Context: an optimization exercise on an open-source flow, tuned for small area. The choices shown serve that exercise and are no tape-out recipe. Function was checked by simulation only, so behaviour that the tests miss may differ from the original. Power is estimated from default activity; no workload was simulated.

==> flow/run.sh <==
#!/bin/bash
# Own layout flow: the standard flow (standard.sh) with two changes made
# through ORFS's own variables:
#  - the port buffers that buffer_ports inserts are buf_1 cells;
#  - clock tree synthesis runs without dummy loads.
# Each tool's full output goes to standard.log in the work folder.
set -euo pipefail
export BUFFER_PORTS_ARGS="-buffer_cell sky130_fd_sc_hd__buf_1"
export CTS_ARGS="-sink_clustering_enable -repair_clock_nets -dont_use_dummy_load -buf_list sky130_fd_sc_hd__clkbuf_8 -sink_clustering_size 18 -sink_clustering_max_diameter 60"
bash standard.sh > standard.log 2>&1
==> standard.sh <==
#!/bin/bash
# synth_recipe.tcl (not shown) runs the flow's synth.tcl, then flattens the netlist and writes it again
# the make line also repeats each setting of config.mk as NAME=value (left out here)
make -C /OpenROAD-flow-scripts/flow DESIGN_CONFIG=/design/flow/config.mk WORK_HOME=/design/flow/orfs CLKGATE_MAP_FILE= SYNTH_SCRIPT=/design/flow/synth_recipe.tcl "${@:-finish}"
==> config.mk <==
export PLATFORM = sky130hd
export DESIGN_NAME = ecm_fce
export DESIGN_NICKNAME = ecm_fce
export VERILOG_FILES = /design/flow/design.v
export SDC_FILE = /design/flow/constraint.sdc
export NUM_CORES = 4
export LEC_CHECK = 0
export CAP_MARGIN = 15
export CORE_MARGIN = 2
export CORE_UTILIZATION = 70
export SLEW_MARGIN = 15
==> constraint.sdc <==
create_clock -name core_clock -period 8.0 [get_ports {clk}]
set_input_delay 1.6000 -clock core_clock [delete_from_list [all_inputs] [get_ports {clk}]]
set_output_delay 1.6000 -clock core_clock [all_outputs]
set_load 0.01 [all_outputs]
==> design.v <==
module ecm_fce (
    input  logic        clk,
    input  logic        rst,       
    input  logic        req,
    input  logic        we,
    input  logic [7:0]  addr,
    input  logic [31:0] wdata,
    output logic        ack,
    output logic        err,
    output logic [31:0] rdata
);
    localparam int NM = 25;          
    localparam int NSCAN = 7;        
    localparam logic [4:0] S_DG2   = 5'd16;
    localparam logic [4:0] S_DG0   = 5'd17;
    localparam logic [4:0] S_DG1   = 5'd18;
    localparam logic [4:0] S_DGLEN = 5'd19;
    localparam logic [4:0] S_DG3   = 5'd20;
    localparam logic [4:0] S_LL    = 5'd21;
    localparam logic [4:0] S_BUS   = 5'd22;
    localparam logic [4:0] S_LEN   = 5'd23;
    localparam logic [4:0] S_CAN   = 5'd24;
    logic [NM-1:0][32:0] m;
    logic [63:0][7:0]    lr;
    logic [4:0]  pos;      
    logic [5:0]  lpos;     
    wire  [32:0] H  = m[NM-1];
    wire  [7:0]  LB = lr[63];
    wire         h_data = !pos[4];       
    logic [3:0]  st_code;
    logic [2:0]  st_err;
    logic [2:0]  st_cause;
    always_comb begin
        st_err   = 3'd0;
        st_cause = 3'd0;
        if (st_code == 4'd10) st_err = 3'd4;
        else if (st_code >= 4'd8) begin st_err = 3'd3; st_cause = 3'(st_code - 4'd7); end
        else if (st_code >= 4'd5) begin st_err = 3'd2; st_cause = 3'(st_code - 4'd4); end
        else if (st_code != 4'd0) begin st_err = 3'd1; st_cause = st_code[2:0]; end
    end
    wire st_fail = (st_code != 4'd0);
    logic [4:0]  st_index;
    typedef enum logic [3:0] {
        T_CLR, T_IDLE, T_DONE,
        T_EWAIT, T_EWR,
        T_DWAIT, T_DEC,
        T_PLL, T_PWAIT, T_PVAL, T_PCAP, T_PGAP, T_PFIN, T_PFILL, T_SWAIT
    } state_t;
    state_t state;
    logic        clr_cmd;      
    logic        cmd_v;        
    logic        cmd_pe;       
    logic        w_go;         
    logic [6:0]  ln;           
    wire  [6:0]  ll     = ln;
    wire  [3:0]  lenlo  = ln[3:0];
    wire         lenbig = ln[4];
    logic [5:0]  tcnt;         
    logic [2:0]  scan;         
    logic [2:0]  tres;         
    logic        intok;
    logic        capturing;    
    logic        pending;      
    logic [31:0] acc;
    logic        accw;
    logic [4:0]  tslot;        
    wire addr_bad = (addr[1:0] != 2'b00) || (addr >= 8'hC0);
    wire is_line  = addr[7];
    logic       is_main;
    logic [4:0] aslot;
    always_comb begin
        is_main = 1'b1;
        aslot   = {1'b0, addr[6], addr[4:2]};        
        if (addr[6:5] == 2'b11) begin                  
            is_main = !addr[4];
            case (addr[3:2])
                2'd0: aslot = S_DG0;
                2'd1: aslot = S_DG1;
                2'd2: aslot = S_DG2;
                default: aslot = S_DG3;
            endcase
        end else if (addr[6:5] == 2'b00) begin
            case (addr[4:2])
                3'd2: aslot = S_CAN;
                3'd3: aslot = S_BUS;
                3'd4: aslot = S_LEN;
                3'd6: aslot = S_DGLEN;
                3'd7: aslot = S_LL;
                default: is_main = 1'b0;
            endcase
        end
    end
    wire idle      = (state == T_IDLE);
    wire acc_ok    = req && idle && !addr_bad;
    wire main_hit  = acc_ok && !is_line && is_main && (pos == aslot);
    wire main_wr   = main_hit && we;
    wire line_rhit = acc_ok && is_line && !we && (lpos == {addr[5:2], 2'b00});
    wire line_wsel = acc_ok && is_line && we && (lpos[5:2] == addr[5:2]);
    wire line_wr   = line_wsel && (lpos[1:0] == 2'd0 || w_go);
    wire line_wack = line_wr && (lpos[1:0] == 2'd3);
    wire is_wide   = !is_line && (addr[6:2] == 5'h05);
    wire wide_rhit = acc_ok && is_wide && !we && (pos == 5'd0);
    wire wide_wr   = acc_ok && is_wide && we && (pos == 5'd0 || w_go);
    wire wide_wack = wide_wr && (pos == S_CAN);
    wire is_cmd    = !is_line && (addr[6:2] == 5'd0);
    wire imm       = !is_line && !is_main && !is_wide && !(we && is_cmd);
    wire cmd_wr    = acc_ok && we && is_cmd;
    wire cmd_legal = (wdata == 32'h11) || (wdata == 32'h01) || (wdata == 32'h02) ||
                     (wdata == 32'h03) || (wdata == 32'h14) || (wdata == 32'h04) ||
                     (wdata == 32'h0F);
    assign err = req && addr_bad;
    assign ack = req && ((idle && (addr_bad || imm || main_hit || line_rhit || line_wack ||
                                   wide_rhit || wide_wack || (cmd_wr && !cmd_legal)))
                         || state == T_DONE);
    logic [17:0] wide_rd;
    always_comb begin
        wide_rd[0] = m[0][32];
        wide_rd[1] = m[2][32];
        for (int i = 0; i < 16; i++)
            wide_rd[2+i] = m[NM-1-i][32];
    end
    always_comb begin
        rdata = ({lr[60], lr[61], lr[62], lr[63]} & {32{is_line}})
              | (H[31:0] & {32{!is_line && is_main}})
              | ({11'd0, st_index, 8'h00, 1'b0, st_cause, 1'b0, st_err}
                 & {32{!is_line && addr[6:2] == 5'h01}})
              | ({14'd0, wide_rd} & {32{!is_line && addr[6:2] == 5'h05}})
              | ({25'd0, !is_line && addr[6:2] == 5'h1C, 6'd0});
    end
    logic      tap;
    wire [7:0] PB    = tap ? lr[31] : lr[63];
    wire [5:0] jpos  = {lpos[5] ^ tap, lpos[4:0]};
    wire       b_in  = ({1'b0, jpos} < ll);
    wire       b_ws  = !b_in || (PB == 8'h20) || (PB >= 8'h09 && PB <= 8'h0D);
    wire [7:0] PBl   = PB | 8'h20;
    wire       b_hex = (PB >= 8'h30 && PB <= 8'h39) || (PBl >= 8'h61 && PBl <= 8'h66);
    wire [3:0] b_hv  = PB[6] ? (PB[3:0] + 4'd9) : PB[3:0];
    wire       last  = (jpos == 6'd63);           
    wire       half  = (lpos[4:0] == 5'd31);      
    wire       llast = (lpos == 6'd63);           
    wire scanning  = (state == T_PCAP);
    wire cap_start = scanning && !b_ws && !intok && (tcnt <= 6'd16) &&
                     (tres == scan);
    wire ready     = pending || (capturing && b_ws);
    wire [4:0] ts12 = (tslot >= 5'd13) ? tslot - 5'd13 : tslot + 5'd12;
    wire wr_p0  = ready && (pos == tslot);
    wire wr_p12 = ready && (pos == ts12);
    wire tok_wr = wr_p0 || wr_p12;
    wire capph  = (state == T_PCAP) || (state == T_PGAP) || (state == T_PFIN) ||
                  (state == T_PFILL);
    wire pend_n = (pending && !tok_wr) || (capturing && (b_ws ? !tok_wr : last)) ||
                  (cap_start && last);
    wire        e_hi = (pos == S_DG3);
    logic [3:0] e_keep;
    always_comb
        for (int k = 0; k < 4; k++)
            e_keep[k] = lenbig || ({1'b0, e_hi, 2'(k)} < lenlo);
    wire [31:0] e_word = {m[12][7:0] & {8{e_keep[3]}}, m[13][7:0] & {8{e_keep[2]}},
                          m[14][7:0] & {8{e_keep[1]}}, m[15][7:0] & {8{e_keep[0]}}};
    logic [7:0] d_byte;
    always_comb
        case (pos[1:0])
            2'd0: d_byte = m[8][7:0];
            2'd1: d_byte = m[9][15:8];
            2'd2: d_byte = m[10][23:16];
            default: d_byte = m[11][31:24];
        endcase
    wire [3:0] dec_L    = m[3][3:0];                
    wire       dec_f1   = (m[2][31:0] != 32'd16);
    wire       dec_f2   = (dec_L > 4'd8);
    wire       dec_chk  = (state == T_DEC) && (pos == S_BUS);
    wire       dec_fail = dec_chk && (dec_f1 || dec_f2);
    wire st_ewr  = (state == T_EWR) && !st_fail;
    wire dec_ok  = (state == T_DEC) && !dec_fail;
    wire s_clr   = (state == T_CLR);
    wire s_dg0   = st_ewr && (pos == S_DG0);
    wire s_dg1   = st_ewr && (pos == S_DG1);
    wire s_ew    = st_ewr && (pos == S_DG2 || pos == S_DG3);
    wire s_dgl   = st_ewr && (pos == S_DGLEN);
    wire s_dbus  = dec_ok && (pos == S_BUS);
    wire s_dlen  = dec_ok && (pos == S_LEN);
    wire s_dcan  = dec_ok && (pos == S_CAN);
    wire s_ddat  = dec_ok && h_data;
    wire s_dd    = s_ddat && !pos[3] && ({1'b0, pos[2:0]} < lenlo);
    wire s_acc   = wr_p0;
    wire s_fill  = (state == T_PFILL) && !wr_p0;
    wire s_plen  = s_fill && (pos == S_LEN);
    wire s_zero  = s_fill && h_data && ({1'b0, pos} >= tcnt - 6'd1);
    wire s_keep  = !(s_clr || main_wr || s_dg0 || s_dg1 || s_ew || s_dgl || s_dbus ||
                     s_dlen || s_dcan || s_ddat || s_acc || s_plen || s_zero);
    wire s_keep32 = !(s_clr || wide_wr || s_dbus || s_dcan || s_ddat || s_acc || s_zero);
    logic ww_bit;        
    always_comb begin
        ww_bit = 1'b0;
        if (h_data)            ww_bit = wdata[2 + pos[3:0]];
        else if (pos == S_BUS) ww_bit = wdata[1];
        else if (pos == S_CAN) ww_bit = wdata[0];
    end
    wire [31:0] tm1 = {26'd0, tcnt - 6'd1};
    logic [32:0] m0_d;
    always_comb begin
        m0_d[31:0] = (H[31:0]                & {32{s_keep}})
                   | (wdata                  & {32{main_wr}})
                   | (acc                    & {32{s_acc}})
                   | ({m[17][10:0], 21'd0}   & {32{s_dg0}})
                   | ({m[20][27:0], m[19][3:0]} & {32{s_dg1}})
                   | (e_word                 & {32{s_ew}})
                   | ({27'd0, s_dgl, 4'd0})
                   | ({4'd0, m[3][31:4]}     & {32{s_dbus}})
                   | ({28'd0, lenlo}         & {32{s_dlen}})
                   | ({21'd0, m[6][31:21]}   & {32{s_dcan}})
                   | ({24'd0, d_byte}        & {32{s_dd}})
                   | (tm1                    & {32{s_plen}});
        m0_d[32]   = (H[32] && s_keep32) || (ww_bit && wide_wr) || (accw && s_acc);
    end
    always_ff @(posedge clk) begin
        for (int i = 1; i < NM; i++)
            m[i] <= m[i-1];
        m[0] <= m0_d;
        if (wr_p12) m[12] <= {accw, acc};
        for (int i = 1; i < 64; i++)
            lr[i] <= lr[i-1];
        if (state == T_CLR)
            lr[0] <= 8'h00;
        else if (line_wr)
            lr[0] <= wdata[8*lpos[1:0] +: 8];
        else
            lr[0] <= LB;
    end
    logic       e_fail;
    logic [2:0] e_cause;
    always_comb begin
        e_fail  = 1'b0;
        e_cause = 3'd4;
        if (pos == S_CAN) begin
            e_fail  = H[32] || (H[31:11] != 0);
            e_cause = 3'd1;
        end else if (pos == S_BUS) begin
            e_fail  = H[32] || (H[31:28] != 0);
            e_cause = 3'd2;
        end else if (pos == S_LEN) begin
            e_fail  = (H[31:4] != 0);
            e_cause = 3'd3;
        end else if (h_data) begin
            e_fail  = !lenbig && (pos[3:0] < lenlo) && (H[32] || (H[31:8] != 0));
        end
    end
    always_ff @(posedge clk) begin
        pos  <= (pos == 5'(NM-1)) ? 5'd0 : pos + 5'd1;
        lpos <= lpos + 6'd1;
        if (line_wr || wide_wr)
            w_go <= !(line_wack || wide_wack);
        if (state == T_EWR && pos == S_LEN)
            ln <= {2'd0, H[31:4] != 0, H[3:0]};
        case (state)
            T_CLR: begin
                if (llast) begin
                    if (clr_cmd) state <= T_DONE;
                    else         state <= T_IDLE;
                end
            end
            T_IDLE: begin
                if (cmd_wr) begin
                    cmd_v   <= wdata[4];
                    cmd_pe  <= (wdata[3:0] == 4'h4);
                    clr_cmd <= 1'b1;
                    st_code  <= 4'd0;
                    st_index <= 5'd0;
                    case (wdata)
                        32'h11, 32'h01: state <= T_EWAIT;
                        32'h02:         state <= T_DWAIT;
                        32'h03, 32'h14, 32'h04: state <= T_PLL;
                        32'h0F:         state <= T_SWAIT;
                        default: st_code <= 4'd10;
                    endcase
                end
            end
            T_DONE:
                state <= T_IDLE;
            T_SWAIT:
                if (llast) state <= T_CLR;
            T_EWAIT:
                if (pos == S_LL)
                    state <= T_EWR;
            T_EWR: begin
                if (cmd_v && e_fail && (!st_fail || pos == S_CAN)) begin
                    st_code  <= {1'b0, e_cause};
                    st_index <= (e_cause == 3'd4) ? {1'b0, pos[3:0]} : 5'd0;
                end
                if (pos == S_LL)
                    state <= T_DONE;
            end
            T_DWAIT:
                if (pos == S_LL)
                    state <= T_DEC;
            T_DEC: begin
                if (dec_chk) begin
                    ln[3:0] <= dec_L;
                    if (dec_f1) begin
                        st_code <= 4'd8;
                        state  <= T_DONE;
                    end else if (dec_f2) begin
                        st_code <= 4'd9; st_index <= {1'b0, dec_L};
                        state  <= T_DONE;
                    end
                end
                if (pos == S_LL)
                    state <= T_DONE;
            end
            T_PLL:
                if (pos == S_LL) begin
                    ln <= H[6:0];
                    if (H[31:0] > 32'd64) begin
                        st_code <= 4'd7;
                        state  <= T_DONE;
                    end else
                        state <= T_PWAIT;
                end
            T_PWAIT:
                if (half) begin
                    tap   <= !lpos[5];
                    state <= T_PVAL;
                    intok <= 1'b0;
                    tcnt  <= 6'd0;
                    tres  <= 3'd0;
                end
            T_PVAL: begin
                intok <= !b_ws && !last;
                if (b_ws && intok)
                    tcnt <= tcnt + 6'd1;
                if (!b_ws && !b_hex && !st_fail) begin
                    st_code <= 4'd6; st_index <= tcnt[4:0];
                end
                if (last) begin
                    tcnt  <= 6'd0;
                    scan  <= 3'd0;
                    if (tcnt == 6'd0 && b_ws && !intok) begin
                        st_code <= 4'd5; st_index <= 5'd0;
                        state  <= T_DONE;
                    end else if (st_fail || !b_hex && !b_ws)
                        state <= T_DONE;
                    else
                        state <= T_PCAP;
                end
            end
            T_PCAP: begin
                intok <= !b_ws && !last;
                if (b_ws && intok) begin
                    tcnt <= tcnt + 6'd1;
                    tres <= (tres == 3'(NSCAN-1)) ? 3'd0 : tres + 3'd1;
                end
                if (last) tres <= 3'd0;
                if (last) begin
                    scan <= scan + 3'd1;
                    if (scan == 3'(NSCAN-1)) begin
                        tcnt  <= tcnt + {5'd0, (b_ws && intok) || !b_ws};
                        state <= T_PFIN;
                    end else begin
                        tcnt <= 6'd0;
                        if (pend_n) state <= T_PGAP;
                    end
                end
            end
            T_PGAP:
                if (half) begin
                    tap   <= !lpos[5];
                    state <= T_PCAP;
                end
            T_PFIN:
                if (pos == S_LL)
                    state <= T_PFILL;
            T_PFILL:
                if (pos == S_LL && !pend_n)
                    state <= cmd_pe ? T_EWAIT : T_DONE;
            default:
                state <= T_IDLE;
        endcase
        if (cap_start) begin
            acc       <= {28'd0, b_hv};
            accw      <= 1'b0;
            capturing <= !last;
            tslot     <= (tcnt == 6'd0) ? S_CAN : 5'(tcnt - 6'd1);
        end else if (capturing) begin
            if (!b_ws) begin
                acc  <= {acc[27:0], b_hv};
                accw <= accw || (acc[31:28] != 4'd0);
            end
            if (b_ws || last)
                capturing <= 1'b0;
        end
        pending <= capph && pend_n;
        if (rst) begin
            state    <= T_CLR;
            clr_cmd  <= 1'b0;
            pos      <= 5'd0;
            lpos     <= 6'd0;
            w_go     <= 1'b0;
            capturing <= 1'b0;
            pending  <= 1'b0;
            st_code  <= 4'd0;
            st_index <= 5'd0;
        end
    end
endmodule
==> results of run 1 <==
-- power by group --
group | switching [uW] | total [uW] | internal [uW]
Clock | 2010 | 3050 | 1030
Sequential | 243 | 7430 | 7190
Combinational | 358 | 557 | 199
-- cells in the mapped netlist, types with 24 or more instances --
master,n,area [um^2]
nand2_1,166,623
nor2_1,80,300
a221o_1,24,240
inv_1,53,199
clkbuf_1,60,225
nand3_1,69,345
ha_1,43,538
o21ai_0,51,255
nor4_1,27,169
a21oi_1,55,275
edfxtp_1,25,751
a222oi_1,57,571
dfxtp_1,1401,28000
nor3_1,32,160
mux2_2,38,428
-- cell families (layout without fill, tap and decap cells) --
| logic type | after synthesis | after routing | share of synthesized area |
|---|---|---|---|
| AO/OA/AOI/OAI | 337 | 337 | 0.0711 |
| XOR/XNOR | 38 | 38 | 0.00917 |
| adder cells (fa/ha/maj) | 43 | 43 | 0.0148 |
| buffers and inverters | 146 | 246 | 0.0166 |
| flip-flops | 1426 | 1426 | 0.794 |
| multiplexers | 72 | 72 | 0.0259 |
| other | 0 | 10 | 0 |
| AND/OR/NAND/NOR | 491 | 491 | 0.0686 |
-- layer usage --
layer  part of all wire  vias to the layer above  global-route usage  routed length (um)
met5            0.00038                        -                   0                  36
met4              0.064                        6               0.197                6100
met3               0.10                      370              0.0912                9910
met2               0.45                     1374               0.558               43400
met1               0.38                     9959               0.459               35900
li1                   -                     8926                   -                   -
-- flip-flops by register name (all words and copies together) (netlist names), 3 cells and up --
signal	count
m	825
lr	512
acc	32
ln	7
lpos	6
tcnt	6
pos	5
st_index	5
tslot	5
st_code	4
state	4
scan	3
tres	3
-- layout make-up --
cell class	count	area (um^2)
Multi-Input combinational cell	981	6930
Inverter	54	203
Sequential cell	1426	28800
Fill cell	2886	12800
Tap cell	680	851
Timing Repair Buffer	100	463
Clock buffer	92	1270
Antenna cell	10	25.0
-- worst max-delay path, cell delays in order --
cell	delay, ps
clkbuf_2	470
a211oi_1	690
and3_1	320
o2111a_1	610
a22oi_1	190
nand2_1	110
or3_1	110
a32o_1	170
buf_1	160
-- stage by stage --
stage	setup slack, ps	hold slack [ps]	instance area [um^2]	util	power (uW)
6_report	1960	271	38500	0.751	11000
3_5_place_dp	1990	312	37200	0.726	8100
4_1_cts	1990	271	38500	0.751	11000
5_1_grt	1750	270	38500	0.751	11300
3_3_place_gp	2070	309	37200	0.726	8090
2_1_floorplan	2980	310	36300	-	7780
-- worst max path at each step --
| stage | start | to | slack [ps] | depth (start not counted) |
|---|---|---|---|---|
| after floorplan | addr[2] | ack | 2980 | 10 |
| after global placement | addr[7] | ack | 2070 | 9 |
| after CTS | addr[7] | ack | 1990 | 9 |
| after global routing | addr[7] | ack | 1750 | 9 |
| after detailed placement | addr[7] | ack | 1990 | 9 |
| final | addr[7] | ack | 1960 | 9 |
==> notes.md, run 1 <==
status=finished clean; grt ovf=0; 1st-iter DRT viols=2623; worst vdd ir=0.000275 V; Worst R2R Setup Slack=3530 ps; die width=232 um; Worst Hold Endpoint=m[650]$_DFF_P_; CTS buffer count=92; Max Buffers Root-to-Sink=3; hold path startpoint=m[617]$_DFF_P_; commonest non-fill, non-tap cell in the layout=dfxtp_1; Rel. slew slack=0.115; most frequent cells in the layout=dfxtp_1 (1401), nand2_1 (166), clkbuf_8 (92); fin nets=2742; Reg-to-Reg Start=tap$_DFFE_PP_; Top Ports=78; Ys Warns=1; pins over their slew limit=0; RSZ-0062 raised after global routing=false; clk root buf=clkbuf_8; Max Cap Violations=0; reg-to-reg endpoint=m[26]$_DFF_P_; via count=20600; share of the yosys chip area belonging to registers=0.794; syn nets=2640; first-pass GRT wire length=137 mm; layout cells sized above 1=0.0758; Post-CTS Setup Inserts=0; largest net degree at the start of global routing=40; Syn Inst Count=2553; Reg2Reg Depth=12; Cells after DPL=3241; Hold Path Stages=0; initial antenna violation count=9; setup violators final=0; EDFF count, synth=25; final WL=95.3 mm; #FFs+latches synth=1426; first drt pass iteration count=6; Synth Cell Area=0.0363 mm^2; post-cts hold buffer count=0; row cnt=83; Crit Path Class=in2out; vias in the first global route=20500; CTS clk-pin slew, worst paths=100 ps; TNS Setup=0 ps; PwrDens=286 mW/mm^2; CTS tree=built; Finished Layout Cells=3343; CTS resizes=0; actual slew at the worst max-slew pin=1320 ps; routed vias/inst=6.17; syn_area_per_cell=14.2 um^2; CORE AREA=0.0513 mm^2; TritonCTS Sinks=1426; worst-skew pair later-pin latency=780 ps; required time of the critical path=6400 ps; die height=232 um; Min-Delay Path Class=reg2reg; Top FF cell, synth=dfxtp_1; Crit path arrival time=4440 ps; port bufs=77; static leakage=0.0151 uW; Fin. Hold Viols=0; Post-DP HPWL=65.3 mm; Worst setup EP type=output port; DRC viols=0; Total GRT Usage=0.357; Final ANT Viol Nets=0; period utilization=0.755; FMAX=0.166 GHz; Die Area=0.0537 mm^2; CP Max Fanout=39; DR WL/cell=28.5 um; Post-synth ARST share=0; CP Launch Type=input port; clk_skew=112 ps; htree depth=3; Placer Congestion=0.993; synthesis-to-layout area growth=6.22%; initial core utilization=0.707; Tmin final=6040 ps; Netlist cell types=87
==> run 2, diff against run 1 <==
--- a/design.v
+++ b/design.v
@@ -113,11 +113,9 @@
                                    wide_rhit || wide_wack || (cmd_wr && !cmd_legal)))
                          || state == T_DONE);
-    logic [17:0] wide_rd;
-    always_comb begin
-        wide_rd[0] = m[0][32];
-        wide_rd[1] = m[2][32];
-        for (int i = 0; i < 16; i++)
-            wide_rd[2+i] = m[NM-1-i][32];
-    end
+    wire [17:0] wide_rd = {m[9][32],  m[10][32], m[11][32], m[12][32],
+                           m[13][32], m[14][32], m[15][32], m[16][32],
+                           m[17][32], m[18][32], m[19][32], m[20][32],
+                           m[21][32], m[22][32], m[23][32], m[24][32],
+                           m[2][32],  m[0][32]};
     always_comb begin
         rdata = ({lr[60], lr[61], lr[62], lr[63]} & {32{is_line}})
--- a/config.mk
+++ b/config.mk
@@ -9,3 +9,4 @@
 export CORE_MARGIN = 2
 export CORE_UTILIZATION = 70
+export GPL_TIMING_DRIVEN = 0
 export SLEW_MARGIN = 15
==> run 2 against run 1 <==
  * Count of clock-buffer cells in the layout down 1
  * Cell count up 1.5%
  * First-iteration DRC count up 15%
  * Fmax down 0.85%
==> notes.md, run 2 <==
crit-path leading delay family=simple AND/OR/NAND/NOR gates (was compound AO/OA/AOI/OAI gates); Syn Inst Count=2545 (was 2553); port bufs=73 (was 77); Switching Share=0.234 (was 0.237); first-pass GRT wire length=138 mm (was 137 mm); required time of the critical path=6400 ps (about the same); PwrDens=286 mW/mm^2 (about the same); total power=11100 uW (was 11000 uW); DR WL/cell=28.5 um (about the same); Post-DP HPWL=69.8 mm (was 65.3 mm); first drt pass iteration count=9 (was 6); Synth top area share=0.773 (about the same); CP max stage cell=nor4_1 (was a211oi_1); status=finished clean (unchanged); grt ovf=0 (unchanged); Worst setup EP type=output port (unchanged); #FFs+latches synth=1426 (unchanged); worst-skew pair later-pin latency=740 ps (was 780 ps); Synth Cell Area=0.0363 mm^2 (about the same); Netlist cell types=86 (was 87); synth top area cells=dfxtp_1 (77%), edfxtp_1 (2.1%), nand2_1 (1.7%) (unchanged); max FFs per register=825 (unchanged); FMAX=0.164 GHz (was 0.166 GHz); syn_area_per_cell=14.2 um^2 (about the same); setup violators final=0 (unchanged); DP Area=0.0374 mm^2 (was 0.0372 mm^2); Synth area leader=dfxtp_1 (unchanged); Tmin final=6090 ps (was 6040 ps); syn nets=2632 (was 2640); die height=232 um (about the same); Flop pwr share=0.664 (was 0.673); worst vdd ir=0.000285 V (was 0.000275 V); initial antenna violation count=13 (was 9); row cnt=83 (unchanged); pre-CTS setup slack=2100 ps (was 1990 ps); most flop-heavy register=m (unchanged); Reg-to-Reg Start=tap$_DFFE_PP_ (unchanged); Rel. slew slack=0.133 (was 0.115); part of the power in the clock network=0.274 (was 0.276); Crit path arrival time=4490 ps (was 4440 ps); post-cts hold buffer count=0 (unchanged); most common cell in the netlist=dfxtp_1 (unchanged); Top Ports=78 (unchanged); Die Area=0.0536 mm^2 (was 0.0537 mm^2); initial core utilization=0.707 (about the same); CTS resizes=0 (unchanged); DRC viols=0 (unchanged); commonest non-fill, non-tap cell in the layout=dfxtp_1 (unchanged); EDFF count, synth=25 (unchanged); synthesis-to-layout area growth=6.66% (was 6.22%); period utilization=0.761 (was 0.755); Post-CTS Setup Inserts=0 (unchanged); Min-Delay Path Class=reg2reg (unchanged); final worst slack=1910 ps (was 1960 ps); Placer Congestion=1.05 (was 0.993); static leakage=0.0153 uW (was 0.0151 uW); TritonCTS Sinks=1426 (unchanged); Ys Warns=1 (unchanged); CP Launch Type=register (was input port); CTS tree=built (unchanged); hold path startpoint=m[555]$_DFF_P_ (was m[617]$_DFF_P_); pins over their slew limit=0 (unchanged); CORE AREA=0.0513 mm^2 (unchanged); Max Buffers Root-to-Sink=3 (unchanged); actual slew at the worst max-slew pin=1300 ps (was 1320 ps); Finished Layout Cells=3394 (was 3343); die width=232 um (about the same); share of the yosys chip area belonging to registers=0.794 (about the same); Total GRT Usage=0.363 (was 0.357); fin nets=2800 (was 2742); CTS clk-pin slew, worst paths=120 ps (was 100 ps); Final ANT Viol Nets=0 (unchanged); Buf/Inv on CP=4 (was 2); power share of the combinational group=0.062 (was 0.050); vias in the first global route=20900 (was 20500); RSZ-0062 raised after global routing=false (unchanged); Int Pwr=8470 uW (was 8420 uW); Final Instance Area=0.0387 mm^2 (was 0.0385 mm^2); Max Cap Violations=0 (unchanged); largest net degree at the start of global routing=19 (was 40); clk root buf=clkbuf_8 (unchanged); critical path, cell by cell=clkbuf_1 > inv_1 > ha_1 > inv_1 > nor4_1 > o21ai_0 > nor2_1 > a22oi_1 > or3b_2 > o21ai_0 > a21oi_1 > buf_1 (was clkbuf_2 > a211oi_1 > and3_1 > o2111a_1 > a22oi_1 > nand2_1 > or3_1 > a32o_1 > buf_1); final WL=96.6 mm (was 95.3 mm); Max stage delay on crit path=760 ps (was 690 ps); htree depth=3 (unchanged); clk_skew=61.3 ps (was 112 ps); routed vias/inst=6.16 (was 6.17); Post-synth ARST share=0 (unchanged); Post-synth top cells=dfxtp_1 (1401), nand2_1 (162), nor2_1 (92) (was dfxtp_1 (1401), nand2_1 (166), nor2_1 (80)); CP Max Fanout=10 (was 39); Largest regs=m: 825 flops, lr: 512 flops, acc: 32 flops (unchanged); layout cells sized above 1=0.0738 (was 0.0758); worst setup path start=pos[1]$_SDFF_PP0_ (was addr[7]); Crit Path Class=reg2out (was in2out); Fin. Hold Viols=0 (unchanged); CTS buffer count=91 (was 92); TNS Setup=0 ps (unchanged); via count=20900 (was 20600); Top FF cell, synth=dfxtp_1 (unchanged); Cells after DPL=3300 (was 3241); 1st-iter DRT viols=3010 (was 2623); most frequent cells in the layout=dfxtp_1 (1401), nand2_1 (162), nor2_1 (92) (was dfxtp_1 (1401), nand2_1 (166), clkbuf_8 (92)); Switching Power=2590 uW (was 2610 uW)
==> run 2: cell type report <==
| cell class | instances | area, um^2 |
|---|---|---|
| diodes | 3 | 7.51 |
| plain buffers | 81 | 374 |
| clock buffers | 91 | 1250 |
| fillers | 2833 | 12600 |
| inverters | 55 | 206 |
| multi-input cells | 983 | 6900 |
| flip-flops and latches | 1426 | 28800 |
| well taps | 680 | 851 |
| repair buffers | 75 | 290 |
==> run 2: cell families (layout without fill, tap and decap cells) <==
logic type	after synthesis	after routing	share of synthesized area
other cells	0	3	0
flops	1426	1426	0.794
mux	83	83	0.0291
compound gates	329	329	0.0706
xor+xnor	35	35	0.00845
simple gates	493	493	0.0669
fa+ha+maj	43	43	0.0148
buf+inv	136	302	0.0160
==> run 2: worst reg2reg max path, cell delays in order, from the launching register on <==
cell      delay (ps)
edfxtp_1         410
buf_6            190
buf_4            230
mux2i_1          540
inv_1            210
ha_1             310
inv_1            110
a311o_1          260
a211oi_2         110
a21o_1           180
buf_4            180
nor4_1           860
clkbuf_1         940
nor2_1           240
==> run 2: metrics by stage <==
step,util,hold slack (ps)
CTS,0.754,286
floorplan,-,310
finish,0.754,300
global placement,0.729,310
global route,0.754,303
detailed placement,0.729,312
==> run 2: final timing paths <==
| path | slack, ps | depth (start not counted) | to |
|---|---|---|---|
| worst min register to register | 300 | 0 | m[588]$_DFF_P_ |
| worst max register to register | 3070 | 13 | acc[12]$_SDFFE_PP0P_ |
| worst max-delay path | 1910 | 12 | ack |
| worst min-delay path | 300 | 0 | m[588]$_DFF_P_ |
==> run 2: power by group through the flow <==
stage	clock (uW)	combinational, uW	sequential, uW
global route	3280	716	7350
global placement	0	633	7500
CTS	3060	654	7330
finish	3040	681	7350
detailed placement	0	651	7500
floorplan	0	430	7410
==> run 2: per-layer routing <==
metal	GRT usage	wire [um]	up-vias
met3	0.102	11500	321
met2	0.553	42400	1448
met5	0	32	-
met4	0.161	4550	4
met1	0.489	38100	10100
li1	-	-	9008
==> run 3, diff against run 2 <==
--- a/flow/run.sh
+++ b/flow/run.sh
@@ -7,4 +7,4 @@
 set -euo pipefail
 export BUFFER_PORTS_ARGS="-buffer_cell sky130_fd_sc_hd__buf_1"
-export CTS_ARGS="-sink_clustering_enable -repair_clock_nets -dont_use_dummy_load -buf_list sky130_fd_sc_hd__clkbuf_8 -sink_clustering_size 18 -sink_clustering_max_diameter 60"
+export CTS_ARGS="-sink_clustering_enable -repair_clock_nets -dont_use_dummy_load -buf_list sky130_fd_sc_hd__clkbuf_8 -sink_clustering_size 16 -sink_clustering_max_diameter 50"
 bash standard.sh > standard.log 2>&1
--- a/config.mk
+++ b/config.mk
@@ -9,4 +9,3 @@
 export CORE_MARGIN = 2
 export CORE_UTILIZATION = 70
-export GPL_TIMING_DRIVEN = 0
 export SLEW_MARGIN = 15
==> run 3 against run 2 <==
  * Still clean
  * Die area did not move
  * Global-route usage fell by 0.90 points
  * Sequential share of layout area fell by 0.10 points
  * Via count fell by 1.5%
  * Worst hold slack got worse by 24 ps
  * Clock power rose by 6%
  * Critical path depth fell by 3
  * Worst setup slack got worse by 330 ps
  * Combinational power fell by about 10%
  * Power rose by 1.4%
  * Largest cell class unchanged
==> notes.md, run 3 <==
most common cell in the netlist=dfxtp_1 (unchanged); FMAX=0.156 GHz (was 0.164 GHz); reg-to-reg endpoint=m[7]$_DFF_P_ (was acc[12]$_SDFFE_PP0P_); Hold Path Stages=0 (unchanged); Total GRT Usage=0.354 (was 0.363); layout cells sized above 1=0.0797 (was 0.0738); Post-synth ARST share=0 (unchanged); CTS buffer count=105 (was 91); Syn Inst Count=2545 (unchanged); Worst setup EP type=output port (unchanged); row cnt=83 (unchanged); Worst Hold Endpoint=lr[207]$_DFF_P_ (was m[588]$_DFF_P_); status=finished clean (unchanged); Reg2Reg Depth=12 (was 13); routed vias/inst=6.14 (was 6.16); Post-DP HPWL=64.7 mm (was 69.8 mm); post-cts hold buffer count=0 (unchanged); syn_area_per_cell=14.2 um^2 (unchanged); 1st-iter DRT viols=2883 (was 3010); vias in the first global route=20400 (was 20900); initial core utilization=0.707 (unchanged); largest family of logic cells by synthesized area=compound AO/OA/AOI/OAI gates (unchanged); CORE AREA=0.0513 mm^2 (unchanged); die width=232 um (unchanged); TNS Setup=0 ps (unchanged); Ys Warns=1 (unchanged); most frequent cells in the layout=dfxtp_1 (1401), nand2_1 (162), clkbuf_8 (105) (was dfxtp_1 (1401), nand2_1 (162), nor2_1 (92)); Tmin final=6420 ps (was 6090 ps); via count=20600 (was 20900); Max Buffers Root-to-Sink=3 (unchanged); period utilization=0.802 (was 0.761); die height=232 um (unchanged); port bufs=77 (was 73); Final Hold Slack=276 ps (was 300 ps); clk_skew=102 ps (was 61.3 ps); required time of the critical path=6400 ps (about the same); xor/xnor cell area share of the yosys netlist=0.00845 (unchanged); Crit path arrival time=4820 ps (was 4490 ps); final WL=94.3 mm (was 96.6 mm); Fin. Hold Viols=0 (unchanged); CP Max Fanout=39 (was 10); Top FF cell, synth=dfxtp_1 (unchanged); Reg-to-Reg Start=tap$_DFFE_PP_ (unchanged); max FFs per register=825 (unchanged); pins over their slew limit=0 (unchanged); CTS tree=built (unchanged); Netlist cell types=86 (unchanged); commonest non-fill, non-tap cell in the layout=dfxtp_1 (unchanged); Die Area=0.0536 mm^2 (unchanged); Post-synth top cells=dfxtp_1 (1401), nand2_1 (162), nor2_1 (92) (unchanged); largest net degree at the start of global routing=40 (was 19); Max Cap Violations=0 (unchanged); initial antenna violation count=17 (was 13); DRC viols=0 (unchanged); hold path startpoint=lr[199]$_DFF_P_ (was m[555]$_DFF_P_); Synth Cell Area=0.0363 mm^2 (unchanged); fill count=2803 (was 2833); PwrDens=290 mW/mm^2 (was 286 mW/mm^2); DR WL/cell=28.1 um (was 28.5 um); synthesis-to-layout area growth=6.81% (was 6.66%); Top Ports=78 (unchanged); RSZ-0062 raised after global routing=false (unchanged); Largest regs=m: 825 flops, lr: 512 flops, acc: 32 flops (unchanged); htree depth=3 (unchanged); Min-Delay Path Class=reg2reg (unchanged); CTS resizes=0 (unchanged); first-pass GRT wire length=136 mm (was 138 mm); actual slew at the worst max-slew pin=1190 ps (was 1300 ps); static leakage=0.0153 uW (about the same); Synth top area share=0.773 (unchanged); TritonCTS Sinks=1426 (unchanged); clk root buf=clkbuf_8 (unchanged); Placer Congestion=0.966 (was 1.05); worst-skew pair later-pin latency=750 ps (was 740 ps); simple-gate area share of the yosys netlist=0.0669 (unchanged); CTS clk-pin slew, worst paths=100 ps (was 120 ps); Final Instance Area=0.0387 mm^2 (about the same); #FFs+latches synth=1426 (unchanged); Final ANT Viol Nets=0 (unchanged); post-synthesis mux area share=0.0291 (unchanged); post-synthesis adder-cell area fraction=0.0148 (unchanged); worst vdd ir=0.000261 V (was 0.000285 V); syn nets=2632 (unchanged); Post-CTS Setup Inserts=0 (unchanged); grt ovf=0 (unchanged); most flop-heavy register=m (unchanged); Crit Path Class=in2out (was reg2out); synth top area cells=dfxtp_1 (77%), edfxtp_1 (2.1%), nand2_1 (1.7%) (unchanged); CP Launch Type=input port (was register); DP Area=0.0373 mm^2 (was 0.0374 mm^2); Worst R2R Setup Slack=3840 ps (was 3070 ps); setup violators final=0 (unchanged); Rel. slew slack=0.204 (was 0.133); Synth Area in Compound Gates=0.0706 (unchanged); first drt pass iteration count=7 (was 9); share of the yosys chip area belonging to registers=0.794 (unchanged); EDFF count, synth=25 (unchanged); fin nets=2762 (was 2800); Synth area leader=dfxtp_1 (unchanged)
run 3: power breakdown:
part / switching, uW / internal, uW
Combinational: 387 / 223
Sequential: 174 / 7200
Clock: 2060 / 1170
run 3: worst max path at each step:
stage                       start   to  slack (ps)
after detailed placement  addr[7]  ack        1660
after CTS                 addr[7]  ack        1630
after global routing      addr[7]  ack        1410
after global placement    addr[7]  ack        1710
after floorplan           addr[4]  ack        3120
final                     addr[7]  ack        1580
run 3: kinds of logic (layout without fill, tap and decap cells):
group,Yosys count,after routing
xor gates and xnor gates,35,35
AOI/OAI and AO/OA,329,329
buffers and inverters,136,264
other,0,6
and+or+nand+nor,493,493
adders and majority gates,43,43
DFF,1426,1426
muxes,83,83
run 3: final cells by class:
type | count | area [um^2] | area share
flip-flops and latches | 1426 | 28800 | 0.743
multi-input cells | 983 | 6930 | 0.179
clock buffers | 105 | 1450 | 0.0373
well taps | 680 | 851 | 0.0220
repair buffers | 104 | 493 | 0.0127
inverters | 55 | 206 | 0.00533
diodes | 6 | 15.0 | 0.000388
run 3: per-layer routing:
| layer | GRT usage | share of wire | up-vias |
|---|---|---|---|
| met4 | 0.149 | 0.046 | 10 |
| met2 | 0.548 | 0.45 | 1392 |
| met5 | 0 | 0.00062 | - |
| li1 | - | - | 8947 |
| met1 | 0.481 | 0.39 | 9970 |
| met3 | 0.0885 | 0.11 | 295 |
run 3: worst max-delay path, stage by stage:
cell and delay, ps:
clkbuf_2 480, a211oi_1 630, nand4_1 240, nor3b_2 880, a22oi_1 190, or3b_2 270, o21ai_0 120, a21oi_1 230
buf_1 160
run 3: metrics by stage:
stage | setup WS (ps) | util | power [uW] | instances
5_1_grt | 1410 | 0.755 | 11500 | 3355
4_1_cts | 1630 | 0.755 | 11200 | 3353
3_3_place_gp | 1710 | 0.727 | 8110 | 3248
6_report | 1580 | 0.755 | 11200 | 3359
2_1_floorplan | 3120 | - | 7840 | 2545
3_5_place_dp | 1660 | 0.727 | 8110 | 3248
==> run 4, diff against run 3 <==
--- a/flow/run.sh
+++ b/flow/run.sh
@@ -7,4 +7,4 @@
 set -euo pipefail
 export BUFFER_PORTS_ARGS="-buffer_cell sky130_fd_sc_hd__buf_1"
-export CTS_ARGS="-sink_clustering_enable -repair_clock_nets -dont_use_dummy_load -buf_list sky130_fd_sc_hd__clkbuf_8 -sink_clustering_size 16 -sink_clustering_max_diameter 50"
+export CTS_ARGS="-sink_clustering_enable -repair_clock_nets -dont_use_dummy_load -buf_list sky130_fd_sc_hd__clkbuf_8 -sink_clustering_size 17 -sink_clustering_max_diameter 55"
 bash standard.sh > standard.log 2>&1
--- a/config.mk
+++ b/config.mk
@@ -8,4 +8,4 @@
 export CAP_MARGIN = 15
 export CORE_MARGIN = 2
-export CORE_UTILIZATION = 70
+export CORE_UTILIZATION = 60
 export SLEW_MARGIN = 15
==> run 4 against run 3 <==
  * Flip-flop and latch count unchanged
  * Count of clock-buffer cells in the layout decreased by 5
  * Cell count increased by 2.9%
  * Routed wire length decreased by 10%
  * Clock skew increased by 12 ps
  * Critical endpoint unchanged
  * Highest routed layer unchanged
==> notes.md, run 4 <==
status=finished clean (unchanged); static leakage=0.0152 uW (was 0.0153 uW); Total GRT Usage=0.270 (was 0.354); final WL=84.7 mm (was 94.3 mm); PwrDens=285 mW/mm^2 (was 290 mW/mm^2); die width=250 um (was 232 um); row cnt=90 (was 83); routed vias/inst=5.62 (was 6.14); DRC viols=0 (unchanged); synthesis-to-layout area growth=6.91% (was 6.81%); final worst slack=1750 ps (was 1580 ps); clk root buf=clkbuf_8 (unchanged); critical path, cell by cell=clkbuf_2 > nor3_1 > and3_1 > o21ai_0 > nor2_1 > a22oi_1 > or3b_2 > o21ai_0 > a21oi_1 > buf_1 (was clkbuf_2 > a211oi_1 > nand4_1 > nor3b_2 > a22oi_1 > or3b_2 > o21ai_0 > a21oi_1 > buf_1); syn nets=2632 (unchanged); CP Launch Type=input port (unchanged); Netlist cell types=86 (unchanged); CTS buffer count=100 (was 105); Post-synth top cells=dfxtp_1 (1401), nand2_1 (162), nor2_1 (92) (unchanged); clk_skew=114 ps (was 102 ps); total power=11100 uW (was 11200 uW); actual slew at the worst max-slew pin=1180 ps (was 1190 ps); first-pass GRT wire length=123 mm (was 136 mm); max FFs per register=825 (unchanged); port bufs=77 (unchanged); Crit Path Class=in2out (unchanged); via count=19400 (was 20600); Worst setup EP type=output port (unchanged); setup violators final=0 (unchanged); most flop-heavy register=m (unchanged); pins over their slew limit=0 (unchanged); first drt pass iteration count=9 (was 7); Ys Warns=1 (unchanged); CP max stage cell=and3_1 (was nor3b_2); fill count=4434 (was 2803); CTS tree=built (unchanged); layout cells sized above 1=0.0769 (was 0.0797); most common cell in the netlist=dfxtp_1 (unchanged); htree depth=3 (unchanged); Min-Delay Path Class=reg2reg (unchanged); Crit path arrival time=4650 ps (was 4820 ps); Synth area leader=dfxtp_1 (unchanged); Top Ports=78 (unchanged); period utilization=0.781 (was 0.802); Post-synth ARST share=0 (unchanged); Rel. slew slack=0.205 (was 0.204); wl on met1=38.6 mm (was 37.2 mm); Post-DP HPWL=61.1 mm (was 64.7 mm); commonest non-fill, non-tap cell in the layout=dfxtp_1 (unchanged); Fin. Hold Viols=0 (unchanged); die height=250 um (was 232 um); #FFs+latches synth=1426 (unchanged); DP Area=0.0374 mm^2 (was 0.0373 mm^2); metal2 WL=34.6 mm (was 42.0 mm); TNS Setup=0 ps (unchanged); TritonCTS Sinks=1426 (unchanged); routed wl met3=8.90 mm (was 10.6 mm); required time of the critical path=6400 ps (about the same); Final ANT Viol Nets=0 (unchanged); CORE AREA=0.0600 mm^2 (was 0.0513 mm^2); Placer Congestion=0.952 (was 0.966); RSZ-0062 raised after global routing=false (unchanged); Top Metal Used=met5 (unchanged); Max stage delay on crit path=770 ps (was 880 ps); Tmin final=6250 ps (was 6420 ps); syn_area_per_cell=14.2 um^2 (unchanged); CTS clk-pin slew, worst paths=110 ps (was 100 ps); Syn Inst Count=2545 (unchanged); Synth top area share=0.773 (unchanged); Worst path most repeated cell=o21ai_0; initial antenna violation count=19 (was 17); Top FF cell, synth=dfxtp_1 (unchanged); largest net degree at the start of global routing=40 (unchanged); vias in the first global route=18700 (was 20400); share of the yosys chip area belonging to registers=0.794 (unchanged); Die Area=0.0624 mm^2 (was 0.0536 mm^2); CP Max Fanout=39 (unchanged); Final Instance Area=0.0388 mm^2 (was 0.0387 mm^2); pre-CTS setup slack=1800 ps (was 1660 ps); Max Cap Violations=0 (unchanged); most frequent cells in the layout=dfxtp_1 (1401), nand2_1 (161), clkbuf_8 (100) (was dfxtp_1 (1401), nand2_1 (162), clkbuf_8 (105)); worst vdd ir=0.000209 V (was 0.000261 V); grt ovf=0 (unchanged); CTS resizes=0 (unchanged); fin nets=2755 (was 2762); Post-CTS Setup Inserts=0 (unchanged); Max Buffers Root-to-Sink=3 (unchanged); 1st-iter DRT viols=2152 (was 2883); post-cts hold buffer count=0 (unchanged); Synth Cell Area=0.0363 mm^2 (unchanged); initial core utilization=0.604 (was 0.707); worst-skew pair later-pin latency=740 ps (was 750 ps); DR WL/cell=24.5 um (was 28.1 um); EDFF count, synth=25 (unchanged); synth top area cells=dfxtp_1 (77%), edfxtp_1 (2.1%), nand2_1 (1.7%) (unchanged); FMAX=0.160 GHz (was 0.156 GHz); Largest regs=m: 825 flops, lr: 512 flops, acc: 32 flops (unchanged)
run 4: final timing paths:
path | startpoint | to | slack [ps] | cells after the start
worst max-delay path | addr[7] | ack | 1750 | 10
worst max register to register | tap$_DFFE_PP_ | m[16]$_DFF_P_ | 3650 | 11
worst min-delay path | m[728]$_DFF_P_ | m[761]$_DFF_P_ | 290 | 0
worst min register to register | m[728]$_DFF_P_ | m[761]$_DFF_P_ | 290 | 0
run 4: through the flow:
step | utilization | hold WS [ps] | std cells
2_1_floorplan | - | 310 | 2545
3_3_place_gp | 0.623 | 309 | 3348
3_5_place_dp | 0.623 | 312 | 3348
4_1_cts | 0.646 | 272 | 3448
5_1_grt | 0.646 | 255 | 3450
6_report | 0.646 | 287 | 3455
run 4: critical path, delay by kind of cell:
kind / cells / cell delay (ps)
and+or+nand+nor: 4 / 1680
AOI/OAI and AO/OA: 4 / 690
buffers and inverters: 2 / 650
run 4: metal layers:
metal  vias up  GRT usage
met5         -          0
met2       913      0.384
met3       179     0.0661
met1      9365      0.406
met4         8     0.0905
li1       8936          -
run 4: power breakdown:
part           internal (uW)  total (uW)  switching, uW
clock                   1120        3090           1980
sequential              7200        7390            184
combinational            216         582            366
run 4: cell type report:
cell class	count	area [um^2]	area share
antenna	7	17.5	0.000452
timing repair buffer	102	478	0.0123
sequential	1426	28800	0.743
clock buffer	100	1380	0.0355
multi-input combinational	983	6920	0.178
tap	782	978	0.0252
inverter	55	206	0.00532
run 4: cell families (layout without fill, tap and decap cells):
| group | count (synthesis) | after routing | synth area share |
|---|---|---|---|
| flip-flops | 1426 | 1426 | 0.794 |
| AND/OR/NAND/NOR | 493 | 493 | 0.0669 |
| AO/OA/AOI/OAI | 329 | 329 | 0.0706 |
| buffers and inverters | 136 | 257 | 0.0160 |
| multiplexers | 83 | 83 | 0.0291 |
| adder cells (fa/ha/maj) | 43 | 43 | 0.0148 |
| XOR/XNOR | 35 | 35 | 0.00845 |
| other | 0 | 7 | 0 |

re-timing with driven ports:
How much do the figures lean on ideal ports? The routed layouts below were timed once more, with nothing changed but the port constraints. Step 1 sets driving cells, clkbuf_16 on the clock port and buf_2 on the other inputs (assumed; they add their load-dependent delay and slew). Step 2 adds t to the input delays and takes it off the output delays; t is the mean of the earliest and latest rising clock arrival at the registers after step 1. Input paths then give back, and output paths get back, about the clock's delay inside the block. Slacks: ideal ports / drivers / drivers and shift; pairs: ideal ports / drivers.
| run | t, ns | setup WS [ns] | hold WS [ns] | worst register clock-pin slew, ns |
|---|---|---|---|---|
| run 1 | 0.782 | 1.964 / 1.941 / 1.941 | 0.271 / 0.271 / 0.271 | 0.12 / 0.12 |
| run 2 | 0.772 | 1.912 / 1.851 / 2.072 | 0.300 / 0.300 / 0.300 | 0.12 / 0.12 |
| run 3 | 0.760 | 1.581 / 1.556 / 1.556 | 0.276 / 0.276 / 0.276 | 0.10 / 0.10 |
| run 4 | 0.743 | 1.754 / 1.727 / 1.727 | 0.287 / 0.287 / 0.287 | 0.11 / 0.11 |
After both steps setup and hold are still met in every run listed. For run 4, which loses most, drivers alone change the setup slack by -0.027 ns; drivers and shift together by -0.027 ns.
